What follows belongs to an exercise in optimizing a design on an open flow for small area, a short achievable clock period and few clock cycles; a production flow would make more cautious choices. RTL that was checked went through simulation tests only; none was proved equivalent to the original. Only the layout flow was run in run 2; the RTL was not checked for function there.

### flow/design.v
module crc32_step32 (
    input  wire [31:0] r,
    input  wire [31:0] d,
    output wire [31:0] q
);
    wire [31:0] x = r ^ d;
    assign q[0] = ^(x & 32'h04D101DF);
    assign q[1] = ^(x & 32'h09A203BE);
    assign q[2] = ^(x & 32'h1344077D);
    assign q[3] = ^(x & 32'h26880EFA);
    assign q[4] = ^(x & 32'h4D101DF4);
    assign q[5] = ^(x & 32'h9A203BE9);
    assign q[6] = ^(x & 32'h3091760D);
    assign q[7] = ^(x & 32'h6122EC1A);
    assign q[8] = ^(x & 32'hC245D835);
    assign q[9] = ^(x & 32'h805AB1B5);
    assign q[10] = ^(x & 32'h046462B5);
    assign q[11] = ^(x & 32'h08C8C56A);
    assign q[12] = ^(x & 32'h11918AD4);
    assign q[13] = ^(x & 32'h232315A9);
    assign q[14] = ^(x & 32'h46462B53);
    assign q[15] = ^(x & 32'h8C8C56A6);
    assign q[16] = ^(x & 32'h1DC9AC92);
    assign q[17] = ^(x & 32'h3B935924);
    assign q[18] = ^(x & 32'h7726B249);
    assign q[19] = ^(x & 32'hEE4D6493);
    assign q[20] = ^(x & 32'hD84BC8F9);
    assign q[21] = ^(x & 32'hB446902D);
    assign q[22] = ^(x & 32'h6C5C2184);
    assign q[23] = ^(x & 32'hD8B84309);
    assign q[24] = ^(x & 32'hB5A187CC);
    assign q[25] = ^(x & 32'h6F920E46);
    assign q[26] = ^(x & 32'hDF241C8C);
    assign q[27] = ^(x & 32'hBA9938C7);
    assign q[28] = ^(x & 32'h71E37051);
    assign q[29] = ^(x & 32'hE3C6E0A3);
    assign q[30] = ^(x & 32'hC35CC098);
    assign q[31] = ^(x & 32'h826880EF);
endmodule
module frame_parser (
    input  wire        clk,
    input  wire        rst,             
    input  wire        in_valid,
    output wire        in_ready,
    input  wire [31:0] in_data,
    input  wire [2:0]  in_bytes,
    input  wire        in_last,
    output reg         out_valid,
    input  wire        out_ready,
    output wire [4:0]  out_info,        
    output wire [31:0] out_stored,
    output wire [31:0] out_calc,
    output wire [7:0]  out_type,
    output wire [31:0] out_length,
    output wire [31:0] out_data_start,
    output wire [31:0] out_data_end,
    output wire [31:0] out_vlq_count
);
    localparam [1:0] KIND_FRAME    = 2'd0;
    localparam [1:0] KIND_MISMATCH = 2'd1;
    localparam [1:0] KIND_NONE     = 2'd2;
    function [31:0] s_pre;
        input [1:0] p;
        case (p)
            2'd0: s_pre = 32'hFFFFFFFF;
            2'd1: s_pre = 32'hF0958FD9;
            2'd2: s_pre = 32'h9A1C9D90;
            default: s_pre = 32'hA32E2681;
        endcase
    endfunction
    function [31:0] crc_inv1;
        input [31:0] r;
        crc_inv1 = {r[30:0] ^ (32'hEDB88320 & {31{r[31]}}) , r[31]} ^ 32'd0;
    endfunction
    function [31:0] funnel;
        input [31:0] x;
        input [31:0] y;
        input [1:0]  o;
        case (o)
            2'd1: funnel = {x[7:0],  y[31:8]};
            2'd2: funnel = {x[15:0], y[31:16]};
            2'd3: funnel = {x[23:0], y[31:24]};
            default: funnel = x;
        endcase
    endfunction
    function [31:0] lanemask;
        input [3:0] m;
        lanemask = {{8{m[3]}}, {8{m[2]}}, {8{m[1]}}, {8{m[0]}}};
    endfunction
    function [3:0] thermo;    
        input [2:0] n;
        thermo = {n > 3'd3, n > 3'd2, n > 3'd1, n > 3'd0};
    endfunction
    reg        in_ready_r;
    reg [1:0]  in_bi;           
    reg [31:0] ib_data;
    reg [2:0]  ib_n;
    reg        ib_last;
    reg [1:0]  ib_bi;
    reg        ib_full;
    reg [3:0]  ib_pmask;        
    reg [31:0] g_data;
    reg        g_ld;            
    reg        g_part;          
    reg        sh_busy;
    reg [1:0]  sh_kind;
    reg [15:0] sh_hi;
    reg        sh_single;
    reg        rec_free;        
    reg [31:0] stored;
    reg [7:0]  ftype;
    reg [31:0] acc;
    reg [15:0] cnt;
    reg [15:0] ds;
    reg [31:0] de;
    reg [31:0] crc;
    reg [1:0]  kind;
    reg        ovf, trunc, chk;
    reg        term;            
    reg        done;            
    reg [14:0] rg;              
    reg [1:0]  o_reg;           
    reg [1:0]  vp;              
    reg        r_fresh;         
    reg [4:0]  inv_cnt;         
    reg        fin_pend;        
    reg        rdy_t_r;         
    assign in_ready       = in_ready_r || (rdy_t_r && out_ready);
    assign out_info       = {ovf, trunc, chk, kind};
    assign out_stored     = stored;
    assign out_calc       = ~crc;
    assign out_type       = ftype;
    assign out_length     = acc;
    assign out_data_start = {16'd0, ds};
    assign out_data_end   = de;
    assign out_vlq_count  = {16'd0, cnt};
    wire accept = in_valid && in_ready;
    wire taken  = out_valid && out_ready;
    wire rec_ok = rec_free || taken;
    wire [7:0] l0 = ib_data[7:0];
    wire [7:0] l1 = ib_data[15:8];
    wire [7:0] l2 = ib_data[23:16];
    wire [7:0] l3 = ib_data[31:24];
    wire s0 = ib_full && (ib_bi == 2'd0);
    wire s1 = ib_full && (ib_bi == 2'd1);
    wire s2 = ib_full && (ib_bi == 2'd2);
    wire do_s0     = s0 && !sh_busy;
    wire do_s1     = s1 && rec_ok;
    wire do_single = sh_busy && sh_single && rec_ok;
    wire commit    = do_s1 || do_single;
    wire frame_c   = (sh_kind == KIND_FRAME);
    wire c_vlq  = do_s1 && frame_c && (ib_n == 3'd4);
    wire c_term = c_vlq && !l3[7];
    wire c_last = do_single || (do_s1 && ib_last);
    wire p_act   = s2 && (kind == KIND_FRAME) && !done;
    wire serial  = p_act && !term;
    wire payload = p_act && term;
    wire skip2   = s2 && !p_act;
    reg [7:0] vb;
    always @(*) begin
        case (vp)
            2'd0: vb = l0;
            2'd1: vb = l1;
            2'd2: vb = l2;
            default: vb = l3;
        endcase
    end
    wire v_ok   = {1'b0, vp} < ib_n;
    wire v_do   = serial && v_ok;
    wire v_term = v_do && !vb[7];
    wire v_exh  = serial && (!v_ok || (vb[7] && ((vp == 2'd3) || ({1'b0, vp} + 3'd1 == ib_n))));
    wire consume = do_s0 || do_s1 || skip2 || v_exh || payload;
    wire        t_now = c_term || v_term;
    wire [31:0] L     = c_term ? {25'd0, l3[6:0]} : {acc[24:0], vb[6:0]};
    wire [15:0] ds_v  = ds + 16'd1;
    wire [1:0]  o_new = c_term ? l3[1:0] : (ds_v[1:0] + L[1:0]);
    wire [1:0]  p_new = 2'd0 - L[1:0];
    wire [14:0] rg_new = (|L[31:16]) ? 15'h7FFF : ({1'b0, L[15:2]} + {14'd0, |L[1:0]});
    wire        l_zero = (L == 32'd0);
    wire        g_do  = g_ld && (rg != 15'd0);
    wire        rg_one = (rg == 15'd1);
    wire        f1    = g_do && rg_one && !g_part;      
    wire [31:0] crc_g;
    crc32_step32 u_step (.r(crc), .d(g_data), .q(crc_g));
    wire [2:0]  o_p    = (o_reg == 2'd0) ? 3'd4 : {1'b0, o_reg};
    wire        lb     = payload && ib_last;
    wire        case_a = lb && g_do && g_part;
    wire        rg_zero_after = (rg == 15'd0) || (g_do && rg_one);
    wire        lb_tr  = lb && !case_a && !rg_zero_after;
    wire [3:0]  ge_o   = {o_p <= 3'd3, o_p <= 3'd2, o_p <= 3'd1, 1'b0};    
    wire [3:0]  fl_m   = ib_pmask & thermo(ib_n) & ge_o;
    wire        flush  = lb_tr && (fl_m != 4'd0);
    wire [2:0]  inv_a  = o_p - ib_n;                     
    wire [2:0]  inv_b  = 3'd4 - (ib_n - o_p);            
    wire        inv_en = (inv_cnt != 5'd0) && !g_do;
    wire        inv_fire = inv_en && (inv_cnt == 5'd1);
    wire [2:0]  o_np   = (o_new == 2'd0) ? 3'd4 : {1'b0, o_new};
    wire [3:0]  gt_t   = {vp < 2'd3, vp < 2'd2, vp < 2'd1, 1'b0};   
    wire [3:0]  xm_ref = gt_t & thermo(ib_n);
    wire [3:0]  lt_on  = thermo(o_np);
    wire        reform = v_term;
    wire        ref_ok = (xm_ref & lt_on) != 4'd0;
    wire sh_busy_n  = do_s0 ? 1'b1 : (commit ? 1'b0 : sh_busy);
    wire rec_free_n = commit ? 1'b0 : (taken ? 1'b1 : rec_free);
    wire term_n     = commit ? c_term : (v_term ? 1'b1 : term);
    wire [1:0] kind_n = commit ? sh_kind : kind;
    wire done_n;
    wire ib_full_n = accept ? 1'b1 : (ib_full && !consume);
    wire [1:0] bi_n = accept ? in_bi : ib_bi;
    wire pred = (bi_n == 2'd0) ? !sh_busy_n :
                (bi_n == 2'd1) ? rec_free_n :
                ((kind_n != KIND_FRAME) || done_n || term_n);
    wire in_ready_n = !ib_full_n || pred;
    wire fire       = fin_pend || inv_fire;
    wire out_valid_n = fire || (out_valid && !taken);
    wire rdy_t_n    = ib_full_n && (bi_n == 2'd1) && out_valid_n;
    wire done_set = (commit && (c_last || !frame_c || (c_term && l_zero))) ||
                    (v_term && l_zero) ||
                    (v_exh && ib_last) ||
                    lb || f1;
    assign done_n = commit ? (c_last || !frame_c || (c_term && l_zero)) : (done || done_set);
    reg [31:0] crc_d;
    always @(*) begin
        crc_d = crc;
        if (inv_en)
            crc_d = crc_inv1(crc);
        if (lb_tr && !flush && r_fresh && !g_do)
            crc_d = 32'hFFFFFFFF;
        if (t_now)
            crc_d = (c_term && ib_last) ? 32'hFFFFFFFF : s_pre(p_new);
        if (commit && !c_term)
            crc_d = 32'hFFFFFFFF;
        if (g_do)
            crc_d = crc_g;
    end
    wire eq = (crc == ~stored);
    always @(posedge clk) begin
        de  <= {16'd0, ds} + acc;
        crc <= crc_d;
        if (rst) begin
            in_ready_r <= 1'b1;
            rdy_t_r    <= 1'b0;
            in_bi      <= 2'd0;
            ib_full    <= 1'b0;
            g_ld       <= 1'b0;
            sh_busy    <= 1'b0;
            rec_free   <= 1'b1;
            out_valid  <= 1'b0;
            inv_cnt    <= 5'd0;
            fin_pend   <= 1'b0;
            vp         <= 2'd0;
            done       <= 1'b1;
        end else begin
            in_ready_r <= in_ready_n;
            rdy_t_r    <= rdy_t_n;
            if (accept) begin
                ib_data  <= in_data;
                ib_n     <= in_bytes;
                ib_last  <= in_last;
                ib_bi    <= in_bi;
                ib_pmask <= ((in_bi == 2'd2) && term_n) ? 4'b1111 : 4'b0000;
                in_bi    <= in_last ? 2'd0 : ((in_bi == 2'd2) ? 2'd2 : in_bi + 2'd1);
            end
            ib_full <= ib_full_n;
            if (reform) begin
                g_data <= funnel(ib_data & lanemask(xm_ref), 32'd0, o_new);
                g_ld   <= ref_ok;
                g_part <= ib_last && (ib_n < o_np);
            end else if (flush) begin
                g_data <= funnel(32'd0, ib_data & lanemask(fl_m), o_reg);
                g_ld   <= 1'b1;
                g_part <= 1'b1;
            end else if (accept) begin
                g_data <= funnel(in_data & lanemask(thermo(in_bytes)),
                                 ib_data & lanemask(ib_pmask),
                                 c_term ? l3[1:0] : o_reg);
                g_ld   <= (in_bi == 2'd2) && term_n &&
                          !(((c_term ? l3[1:0] : o_reg) == 2'd0) && (in_bytes == 3'd0));
                g_part <= in_last && ({1'b0, in_bytes} <
                          (((c_term ? l3[1:0] : o_reg) == 2'd0) ? 4'd4 : {2'b0, (c_term ? l3[1:0] : o_reg)}));
            end else if (g_do) begin
                g_ld   <= 1'b0;
            end
            if (do_s0) begin
                sh_single <= ib_last;
                sh_kind   <= (ib_n == 3'd0) ? KIND_NONE :
                             ((ib_n < 3'd2) || (l0 != 8'h44) || (l1 != 8'h00)) ? KIND_MISMATCH :
                             KIND_FRAME;
                sh_hi     <= {(ib_n > 3'd2) ? l2 : 8'd0, (ib_n > 3'd3) ? l3 : 8'd0};
            end
            sh_busy  <= sh_busy_n;
            rec_free <= rec_free_n;
            if (commit) begin
                kind    <= sh_kind;
                stored  <= frame_c ? {sh_hi,
                                      (do_s1 && ib_n > 3'd0) ? l0 : 8'd0,
                                      (do_s1 && ib_n > 3'd1) ? l1 : 8'd0} : 32'd0;
                ftype   <= (frame_c && do_s1 && ib_n > 3'd2) ? l2 : 8'd0;
                acc     <= c_vlq ? {25'd0, l3[6:0]} : 32'd0;
                cnt     <= c_vlq ? 16'd1 : 16'd0;
                ds      <= !frame_c ? 16'd0 : (c_vlq ? 16'd8 : 16'd7);
                ovf     <= 1'b0;
                chk     <= 1'b0;
                trunc   <= frame_c && c_last && !(c_term && l_zero);
                term    <= c_term;
                vp      <= 2'd0;
                r_fresh <= 1'b1;
                fin_pend <= c_last || !frame_c || (c_term && l_zero);
            end else begin
                fin_pend <= f1;
                if (v_do) begin
                    acc <= {acc[24:0], vb[6:0]};
                    if (acc[31:25] != 7'd0)
                        ovf <= 1'b1;
                    cnt <= cnt + 16'd1;
                    ds  <= ds_v;
                end
                if (v_term) begin
                    term    <= 1'b1;
                    vp      <= 2'd0;
                    ib_pmask <= gt_t;
                    if (l_zero)
                        fin_pend <= 1'b1;
                end else if (v_exh) begin
                    vp <= 2'd0;
                    if (ib_last) begin
                        trunc    <= 1'b1;
                        fin_pend <= 1'b1;
                    end
                end else if (v_do) begin
                    vp <= vp + 2'd1;
                end
                if (g_do)
                    r_fresh <= 1'b0;
                if (case_a) begin
                    trunc   <= 1'b1;
                    inv_cnt <= {inv_a[1:0], 3'd0};
                end else if (lb_tr) begin
                    trunc <= 1'b1;
                    if (flush)
                        inv_cnt <= {inv_b[1:0], 3'd0};
                    else
                        fin_pend <= 1'b1;
                end else if (inv_en) begin
                    inv_cnt <= inv_cnt - 5'd1;
                end
            end
            if (t_now) begin
                o_reg <= o_new;
                rg    <= rg_new;
            end else if (g_do) begin
                rg <= rg - 15'd1;
            end
            done <= done_n;
            if (fin_pend)
                chk <= (kind == KIND_FRAME) && !trunc && !ovf && eq;
            out_valid <= out_valid_n;
        end
    end
endmodule
### flow/run.sh
#!/bin/bash
# synth_recipe.tcl (not shown) runs the flow's synth.tcl, then flattens the netlist and writes it again
# the make line also repeats each setting of config.mk as NAME=value (left out here)
make -C /OpenROAD-flow-scripts/flow DESIGN_CONFIG=/design/flow/config.mk WORK_HOME=/design/flow/orfs CLKGATE_MAP_FILE= SYNTH_SCRIPT=/design/flow/synth_recipe.tcl finish
### flow/config.mk
export PLATFORM = sky130hd
export DESIGN_NAME = frame_parser
export DESIGN_NICKNAME = frame_parser
export VERILOG_FILES = /design/flow/design.v
export SDC_FILE = /design/flow/constraint.sdc
export NUM_CORES = 4
export LEC_CHECK = 0
export CAP_MARGIN = 20
export CORE_MARGIN = 2
export CORE_UTILIZATION = 40
export SLEW_MARGIN = 20
export SYNTH_MEMORY_MAX_BITS = 16384
### flow/constraint.sdc
create_clock -name core_clock -period 5.0 [get_ports {clk}]
set_input_delay 1.0000 -clock core_clock [delete_from_list [all_inputs] [get_ports {clk}]]
set_output_delay 1.0000 -clock core_clock [all_outputs]
set_load 0.01 [all_outputs]
==> results of run 1 <==
==> per-layer routing <==
metal | wire length, µm | vias to the layer above
met5 | 13 | -
met4 | 1887 | 2
met2 | 31810 | 905
li1 | - | 7388
met1 | 30850 | 7984
met3 | 6528 | 129
==> synthesized netlist by cell type (all sizes together) (17+ instances only) <==
master | count | area, µm²
clkbuf | 62 | 234.0
nor4 | 25 | 175.2
nor3 | 31 | 160.1
a22oi | 45 | 337.8
edfxtp | 253 | 7597
nand2 | 118 | 442.9
dfxtp | 50 | 1001
or3 | 17 | 106.4
a221oi | 21 | 183.9
ha | 55 | 688.2
and2 | 78 | 488.0
nand4 | 23 | 143.9
buf | 68 | 407.9
and3 | 31 | 193.9
a311oi | 20 | 175.2
xnor2 | 277 | 2456
nand3 | 55 | 275.3
nor2 | 137 | 514.2
a21oi | 79 | 395.4
inv | 80 | 300.3
o21ai | 84 | 431.7
a211oi | 18 | 135.1
xor2 | 90 | 788.3
==> area by class of cell <==
type	count	area (µm²)	area share [%]
multi-input combinational	1455	10200	42.99
sequential	303	8598	36.23
timing repair buffer	256	2470	10.41
clock buffer	50	1069	4.503
tap	615	769.5	3.242
clock inverter	20	321.6	1.355
inverter	80	300.3	1.265
antenna	1	2.502	0.01054
==> how the worst max path moves through the flow <==
stage	startpoint	endpoint	slack (ns)
6_report	vp[1]	g_data[25]	0.56
5_1_grt	vp[1]	g_data[25]	0.29
4_1_cts	vp[1]	g_data[25]	0.68
3_5_place_dp	out_ready	g_data[25]	0.27
3_3_place_gp	out_ready	g_data[30]	0.32
2_1_floorplan	out_ready	acc[0]	0.64
==> worst reg2reg max path, cell delays in order, from the launching register on <==
cell,delay [ns]
dfxtp_1,0.54
inv_1,0.15
ha_1,0.32
a222oi_1,0.37
mux2i_1,0.15
nand2_1,0.08
o21ai_0,0.07
buf_4,0.16
ha_1,0.19
xnor2_1,0.18
xnor2_1,0.14
a21oi_1,0.14
ha_1,0.29
inv_1,0.15
nand2_1,0.09
nor3_1,0.70
a222oi_1,0.28
o32ai_1,0.23
==> cells by family after synthesis <==
kind of cell	Yosys count	share of synthesized area (%)
fa+ha+maj	56	3.624
flops	303	44.00
compound gates	406	14.30
mux	19	1.197
buf+inv	210	4.822
xor+xnor	368	16.73
simple gates	574	15.31
other cells	1	0.01919
==> reports/metrics.csv, run 1 <==
stage,metric,value,unit
status,status,finished clean,
worst_hold_path,holdPathEnd,in_bi[0],
global_route,grt_start_max_net_pins,65,
flow_run,drv_cap,0,
finish,final_util,49.50,%
worst_setup_path,reg2reg_from,vp[1],
sta,period_share,88.75,%
route,totalWireLength,71080,µm
finish,final_cell_mix,"xnor2_1 (273), edfxtp_1 (253), clkdlybuf4s50_1 (214)",
worst_setup_path,cp_slowest_cell,nor3_1,
route,postRouteAntennaNets,0,
sta,slew_violations,0,
worst_setup_path,start_kind,flop,
finish,fin_nets,2230,
yosys,synth-seq-cells,303,
worst_setup_path,max_stage_delay,0.70,ns
clock_tree,cts_sinks,303,
route,first_pass_iters,10,
finish,area_growth,21.45,%
worst_setup_path,worst-path-buf-inv,3,
finish,nFillCells,4435,
worst_setup_path,rrSetupSlack,0.56,ns
worst_setup_path,cp_cell_sequence,inv_1 -> ha_1 -> a222oi_1 -> mux2i_1 -> nand2_1 -> o21ai_0 -> buf_4 -> ha_1 -> xnor2_1 -> xnor2_1 -> a21oi_1 -> ha_1 -> inv_1 -> nand2_1 -> nor3_1 -> a222oi_1 -> o32ai_1,
sta,slew_headroom,28.80,%
global_route,grt_pass1_vias,15500,
route,drtIter0Drc,2062,
floorplan,die_area,50630,µm²
global_route,globalRoute.totalOverflow,0,
worst_setup_path,cp.depth,17,
clock_tree,cts_made_buffers,38,
yosys,synthesis.area,19540,µm²
worst_setup_path,r2r_cells,17,
global_route,antenna_found_initial,2,
yosys,synthCells,1937,
yosys,avgSynthCellArea,10.09,µm²
clock_tree,h-tree-depth,2,
clock_tree,hold_buffers,0,
worst_setup_path,r2r_end,g_data[25],
sta,rsz0062_at_grt,no,
clock_tree,clk_latency,0.57,ns
global_route,gr-max-usage-layer,met2,
worst_setup_path,required,5.35,ns
yosys,yosys_warnings,1,
global_route,met2_usage,42.06,%
worst_setup_path,crit_arrival,4.79,ns
clock_tree,ctsResizeCount,0,
floorplan,core,47950,µm²
sta,final.setup.tns,0,ns
yosys,ys_types,86,
worst_setup_path,setup.worst_path.end_class,flop,
floorplan,initial_core_util,40.75,%
clock_tree,cts_setup_buffers,0,
yosys,synth-main-ff-cell,edfxtp_1,
floorplan,io-pin-count,247,
finish,final_area,23730,µm²
route,drc_errors,0,
worst_hold_path,hold_class,reg2reg,
finish,drive_gt1_share,6.516,%
clock_tree,clkTransAtPathRegs,0.06,ns
yosys,async_flop_share,0,%
clock_tree,clk_path_buf_depth,3,
global_route,grt_util_all_layers,27.58,%
route,vias_per_cell,5.902,
global_route,grt_use_met3,5.163,%
clock_tree,clockRootBuffer,clkbuf_16,
finish,stdcell_count,2780,
sta,worstMarginPinSlew,1.059,ns
place,dp_cells,2709,
worst_hold_path,hp-start,in_bi[0],
sta,setup_slack,0.5623,ns
worst_setup_path,crit_fanout,9,
worst_setup_path,cp_top_family,compound AO/OA/AOI/OAI gates,
place,place_area,22340,µm²
yosys,synth_edf_count,253,
route,via_count,16410,
floorplan,fp-row-count,80,
sta,max_freq,0.2253,GHz
sta,setup_viol_count_final,0,
floorplan,die_h,225.0,µm
worst_setup_path,critical_path_class,reg2reg,
clock_tree,cts_tree,done,
place,gp_congestion,0.9684,
worst_setup_path,cp_common_cell,ha_1,
global_route,met1_usage,39.70,%
sta,finalHoldViolations,0,
worst_hold_path,hold_depth,2,
place,dp_slack,0.2675,ns
sta,skew,0.01703,ns
sta,fin_hold_ws,0.4917,ns
place,dp_hpwl,53400,µm
finish,final_common_cell,xnor2_1,
place,portBuffers,214,
global_route,grt_pass1_wl,104200,µm
yosys,seq_area_frac_synth,44.00,%
sta,min_period,4.438,ns
route,route.detailed.wl_per_inst,25.57,µm
floorplan,fp.dieW,225.0,µm
Testbench counts, summed over its fixed seeds: cycles 45,661.
==> run 2: changes to the inputs <==
--- a/flow/design.v
+++ b/flow/design.v
@@ -4,37 +4,16 @@
     output wire [31:0] q
 );
-    wire [31:0] x = r ^ d;
-    assign q[0] = ^(x & 32'h04D101DF);
-    assign q[1] = ^(x & 32'h09A203BE);
-    assign q[2] = ^(x & 32'h1344077D);
-    assign q[3] = ^(x & 32'h26880EFA);
-    assign q[4] = ^(x & 32'h4D101DF4);
-    assign q[5] = ^(x & 32'h9A203BE9);
-    assign q[6] = ^(x & 32'h3091760D);
-    assign q[7] = ^(x & 32'h6122EC1A);
-    assign q[8] = ^(x & 32'hC245D835);
-    assign q[9] = ^(x & 32'h805AB1B5);
-    assign q[10] = ^(x & 32'h046462B5);
-    assign q[11] = ^(x & 32'h08C8C56A);
-    assign q[12] = ^(x & 32'h11918AD4);
-    assign q[13] = ^(x & 32'h232315A9);
-    assign q[14] = ^(x & 32'h46462B53);
-    assign q[15] = ^(x & 32'h8C8C56A6);
-    assign q[16] = ^(x & 32'h1DC9AC92);
-    assign q[17] = ^(x & 32'h3B935924);
-    assign q[18] = ^(x & 32'h7726B249);
-    assign q[19] = ^(x & 32'hEE4D6493);
-    assign q[20] = ^(x & 32'hD84BC8F9);
-    assign q[21] = ^(x & 32'hB446902D);
-    assign q[22] = ^(x & 32'h6C5C2184);
-    assign q[23] = ^(x & 32'hD8B84309);
-    assign q[24] = ^(x & 32'hB5A187CC);
-    assign q[25] = ^(x & 32'h6F920E46);
-    assign q[26] = ^(x & 32'hDF241C8C);
-    assign q[27] = ^(x & 32'hBA9938C7);
-    assign q[28] = ^(x & 32'h71E37051);
-    assign q[29] = ^(x & 32'hE3C6E0A3);
-    assign q[30] = ^(x & 32'hC35CC098);
-    assign q[31] = ^(x & 32'h826880EF);
+    function [31:0] step;
+        input [31:0] c0;
+        integer i;
+        reg [31:0] c;
+        begin
+            c = c0;
+            for (i = 0; i < 32; i = i + 1)
+                c = c[0] ? ((c >> 1) ^ 32'hEDB88320) : (c >> 1);
+            step = c;
+        end
+    endfunction
+    assign q = step(r ^ d);
 endmodule
 module frame_parser (
@@ -125,6 +104,5 @@
     reg [4:0]  inv_cnt;         
     reg        fin_pend;        
-    reg        rdy_t_r;         
-    assign in_ready       = in_ready_r || (rdy_t_r && out_ready);
+    assign in_ready       = in_ready_r;
     assign out_info       = {ovf, trunc, chk, kind};
     assign out_stored     = stored;
@@ -135,7 +113,5 @@
     assign out_data_end   = de;
     assign out_vlq_count  = {16'd0, cnt};
-    wire accept = in_valid && in_ready;
-    wire taken  = out_valid && out_ready;
-    wire rec_ok = rec_free || taken;
+    wire accept = in_valid && in_ready_r;
     wire [7:0] l0 = ib_data[7:0];
     wire [7:0] l1 = ib_data[15:8];
@@ -146,6 +122,6 @@
     wire s2 = ib_full && (ib_bi == 2'd2);
     wire do_s0     = s0 && !sh_busy;
-    wire do_s1     = s1 && rec_ok;
-    wire do_single = sh_busy && sh_single && rec_ok;
+    wire do_s1     = s1 && rec_free;
+    wire do_single = sh_busy && sh_single && rec_free;
     wire commit    = do_s1 || do_single;
     wire frame_c   = (sh_kind == KIND_FRAME);
@@ -194,5 +170,4 @@
     wire [2:0]  inv_b  = 3'd4 - (ib_n - o_p);            
     wire        inv_en = (inv_cnt != 5'd0) && !g_do;
-    wire        inv_fire = inv_en && (inv_cnt == 5'd1);
     wire [2:0]  o_np   = (o_new == 2'd0) ? 3'd4 : {1'b0, o_new};
     wire [3:0]  gt_t   = {vp < 2'd3, vp < 2'd2, vp < 2'd1, 1'b0};   
@@ -201,6 +176,7 @@
     wire        reform = v_term;
     wire        ref_ok = (xm_ref & lt_on) != 4'd0;
+    wire taken = out_valid && out_ready;
     wire sh_busy_n  = do_s0 ? 1'b1 : (commit ? 1'b0 : sh_busy);
-    wire rec_free_n = commit ? 1'b0 : (taken ? 1'b1 : rec_free);
+    wire rec_free_n = taken ? 1'b1 : (commit ? 1'b0 : rec_free);
     wire term_n     = commit ? c_term : (v_term ? 1'b1 : term);
     wire [1:0] kind_n = commit ? sh_kind : kind;
@@ -212,7 +188,4 @@
                 ((kind_n != KIND_FRAME) || done_n || term_n);
     wire in_ready_n = !ib_full_n || pred;
-    wire fire       = fin_pend || inv_fire;
-    wire out_valid_n = fire || (out_valid && !taken);
-    wire rdy_t_n    = ib_full_n && (bi_n == 2'd1) && out_valid_n;
     wire done_set = (commit && (c_last || !frame_c || (c_term && l_zero))) ||
                     (v_term && l_zero) ||
@@ -234,5 +207,6 @@
             crc_d = crc_g;
     end
-    wire eq = (crc == ~stored);
+    wire eq = (crc_d == ~stored);
+    wire inv_fire = inv_en && (inv_cnt == 5'd1);
     always @(posedge clk) begin
         de  <= {16'd0, ds} + acc;
@@ -240,5 +214,4 @@
         if (rst) begin
             in_ready_r <= 1'b1;
-            rdy_t_r    <= 1'b0;
             in_bi      <= 2'd0;
             ib_full    <= 1'b0;
@@ -253,5 +226,4 @@
         end else begin
             in_ready_r <= in_ready_n;
-            rdy_t_r    <= rdy_t_n;
             if (accept) begin
                 ib_data  <= in_data;
@@ -308,5 +280,5 @@
                 fin_pend <= c_last || !frame_c || (c_term && l_zero);
             end else begin
-                fin_pend <= f1;
+                fin_pend <= 1'b0;
                 if (v_do) begin
                     acc <= {acc[24:0], vb[6:0]};
@@ -353,7 +325,12 @@
             end
             done <= done_n;
-            if (fin_pend)
+            if (f1)
+                chk <= !ovf && eq;
+            else if (fin_pend)
                 chk <= (kind == KIND_FRAME) && !trunc && !ovf && eq;
-            out_valid <= out_valid_n;
+            if (f1 || fin_pend || inv_fire)
+                out_valid <= 1'b1;
+            else if (taken)
+                out_valid <= 1'b0;
         end
     end
==> reports/metrics.csv, run 2 <==
stage,metric,value,unit,change
yosys,synthesis.area,20760,µm²,+6.3%
worst_setup_path,setup.worst_path.end_class,flop,,
sta,slew_violations,0,,unchanged
yosys,synth_common_cells,"xnor2_1 (232), edfxtp_1 (221), nor2_1 (181)",,
clock_tree,ctsResizeCount,0,,unchanged
place,place_area,23990,µm²,+7.4%
sta,period_share,94.67,%,+5.9 points
worst_setup_path,start_kind,flop,,
yosys,ys_types,78,,-9.3%
sta,slew_headroom,26.88,%,-1.9 points
floorplan,initial_core_util,40.47,%,-0.28 points
global_route,grt_start_max_net_pins,65,,unchanged
place,portBuffers,214,,unchanged
sta,worstMarginPinSlew,1.094,ns,+0.03541 ns
clock_tree,hold_buffers,0,,unchanged
worst_setup_path,crit_arrival,5.13,ns,+0.34 ns
flow_run,drv_cap,0,,unchanged
route,first_pass_iters,8,,-2
sta,min_period,4.733,ns,+0.2958 ns
sta,setup_viol_count_final,0,,unchanged
yosys,async_flop_share,0,%,unchanged
finish,stdcell_count,3105,,+12%
clock_tree,h-tree-depth,2,,unchanged
finish,area_growth,21.63,%,
route,vias_per_cell,5.795,,-1.8%
yosys,yosys_warnings,2,,+1
finish,nFillCells,4847,,+9.3%
global_route,grt_pass1_vias,17000,,+9.7%
status,status,finished clean,,
route,totalWireLength,78550,µm,+11%
yosys,synthTopCellsByArea,"edfxtp_1 (32%), xnor2_1 (9.8%), dfxtp_1 (7.8%)",,
clock_tree,clk_path_buf_depth,3,,unchanged
yosys,avgSynthCellArea,9.560,µm²,-5.2%
place,dp_cells,3040,,+12%
worst_setup_path,critical_path_class,reg2reg,,
yosys,yosysMostFrequentCell,xnor2_1,,
worst_setup_path,required,5.39,ns,+0.04 ns
finish,diodes,0,,-1
route,drtIter0Drc,2351,,+14%
finish,final_area,25250,µm²,+6.4%
floorplan,die_h,231.8,µm,+3.0%
place,dp_hpwl,60730,µm,+14%
worst_setup_path,crit_fanout,4,,-5
route,via_count,17990,,+9.7%
floorplan,core,51300,µm²,+7.0%
floorplan,fp-row-count,83,,+3.8%
yosys,synth-seq-cells,302,,-0.33%
finish,fin_nets,2494,,+12%
yosys,synth_edf_count,221,,-13%
sta,max_freq,0.2113,GHz,-6.2%
clock_tree,clkTransAtPathRegs,0.07,ns,about the same
floorplan,fp.dieW,231.8,µm,+3.0%
route,route.detailed.wl_per_inst,25.30,µm,-1.1%
yosys,synth_top_area_share,31.96,%,-6.9 points
sta,skew,0.02894,ns,+0.01191 ns
global_route,grt_util_all_layers,28.65,%,+1.1 points
yosys,synth-main-ff-cell,edfxtp_1,,
sta,rsz0062_at_grt,no,,
clock_tree,clk_latency,0.57,ns,about the same
clock_tree,clockRootBuffer,clkbuf_16,,
global_route,grt_pass1_wl,114200,µm,+9.5%
sta,finalHoldViolations,0,,unchanged
yosys,seq_area_frac_synth,39.77,%,-4.2 points
clock_tree,cts_sinks,302,,-0.33%
global_route,globalRoute.totalOverflow,0,,unchanged
worst_setup_path,rrSetupSlack,0.27,ns,-0.30 ns
route,postRouteAntennaNets,0,,unchanged
sta,final.setup.tns,0,ns,unchanged
floorplan,die_area,53750,µm²,+6.1%
worst_hold_path,hold_class,reg2reg,,
route,drc_errors,0,,unchanged
yosys,synthCells,2172,,+12%
finish,final_cell_mix,"xnor2_1 (227), edfxtp_1 (221), clkdlybuf4s50_1 (214)",,
finish,final_common_cell,xnor2_1,,
clock_tree,cts_tree,done,,
floorplan,io-pin-count,247,,unchanged
clock_tree,cts_setup_buffers,0,,unchanged
global_route,antenna_found_initial,1,,-1
finish,drive_gt1_share,9.485,%,+3.0 points
yosys,synth_area_leader_cell,edfxtp_1,,
clock_tree,cts_made_buffers,36,,-5.3%
place,gp_congestion,1.019,,+5.2%
==> run 2: cell count changes after synthesis, moves of 30 or more <==
cell,change
nor2_1,+44
nand3_1,+43
a21oi_1,+41
xnor2_1,-41
clkbuf_1,+38
edfxtp_1,-32
nand2_1,+32
dfxtp_1,+31
a31oi_1,+30
==> run 2: worst paths after layout <==
path,end,cells after the start,from
min reg2reg,inv_cnt[4],2,inv_cnt[4]
max reg2reg,chk,14,g_data[2]
min,inv_cnt[4],2,inv_cnt[4]
max,chk,14,g_data[2]
==> run 2: per-stage QoR <==
stage / util (%) / worst slack [ns] / hold WS [ns]
6_report: 49.23 / 0.2665 / 0.4951
5_1_grt: 49.23 / 0.002829 / 0.5343
4_1_cts: 49.01 / 0.1674 / 0.4877
3_5_place_dp: 46.75 / 0.1805 / 0.4794
3_3_place_gp: 46.75 / 0.2563 / 0.4711
2_1_floorplan: - / 0.4584 / 0.4503
==> run 2: kinds of logic (layout without fill, tap and decap cells) <==
logic type / Yosys count / count (layout) / share of synthesized area [%]
adders and majority gates: 55 / 55 / 3.350
and+or+nand+nor: 704 / 704 / 16.87
xor gates and xnor gates: 376 / 376 / 19.30
muxes: 10 / 10 / 0.4881
DFF: 302 / 302 / 39.77
other: 1 / 32 / 0.01806
buffers and inverters: 257 / 479 / 5.285
AOI/OAI and AO/OA: 467 / 467 / 14.92
==> run 2: critical path: stages, from the launching register on <==
cell,delay [ns]
edfxtp_1,0.46
xnor2_2,0.37
xnor3_2,0.56
xnor3_2,0.43
xnor2_2,0.16
xnor2_2,0.33
xor2_1,0.38
xnor2_4,0.22
xor2_2,0.28
xor2_1,0.15
o22a_1,0.23
a221oi_1,0.35
nand4_1,0.20
a31oi_1,0.18
nor4bb_1,0.27
==> run 2: final cells by class <==
cell class / count / area (µm²) / area share, %
clock buffer: 49 / 989.7 / 3.919
clock inverter: 15 / 168.9 / 0.6688
inverter: 102 / 382.9 / 1.516
multi-input combinational: 1644 / 11680 / 46.24
sequential: 302 / 8260 / 32.71
tap: 680 / 850.8 / 3.369
timing repair buffer: 313 / 2923 / 11.57
==> run 2: metal layers <==
layer | part of all wire, % | vias up | track usage (%)
met4 | 4.5 | 2 | 12.44
li1 | - | 8203 | -
met3 | 8.8 | 177 | 4.433
met2 | 44 | 962 | 44.20
met1 | 42 | 8650 | 39.75
met5 | 0.017 | - | 0

## what the ideal ports hide
Ports are ideal in the flow. The routed layouts listed here were re-timed in OpenROAD. Step 1 assumes that a clkbuf_16 drives the clock port and a buf_2 every other input. Step 2, shift: input delay + t, output delay - t, t = (earliest + latest rising clock arrival at the registers) / 2. This alone moves slack from input paths to output paths. a / b / c = ideal / step 1 / step 2; a / b = the first two.
run	t, ns	slack for setup (ns)	slew at the worst register clock pin (ns)	cell pins on the clock port's net
run 1	0.609	0.562 / 0.562 / 0.116	0.07 / 0.07	1
run 2	0.607	0.267 / 0.267 / 0.267	0.07 / 0.07	1
After both steps setup and hold are still met in every run listed. The setup slack of run 1, which loses most, moves by 0.000 ns with the drivers and by -0.446 ns with both steps.
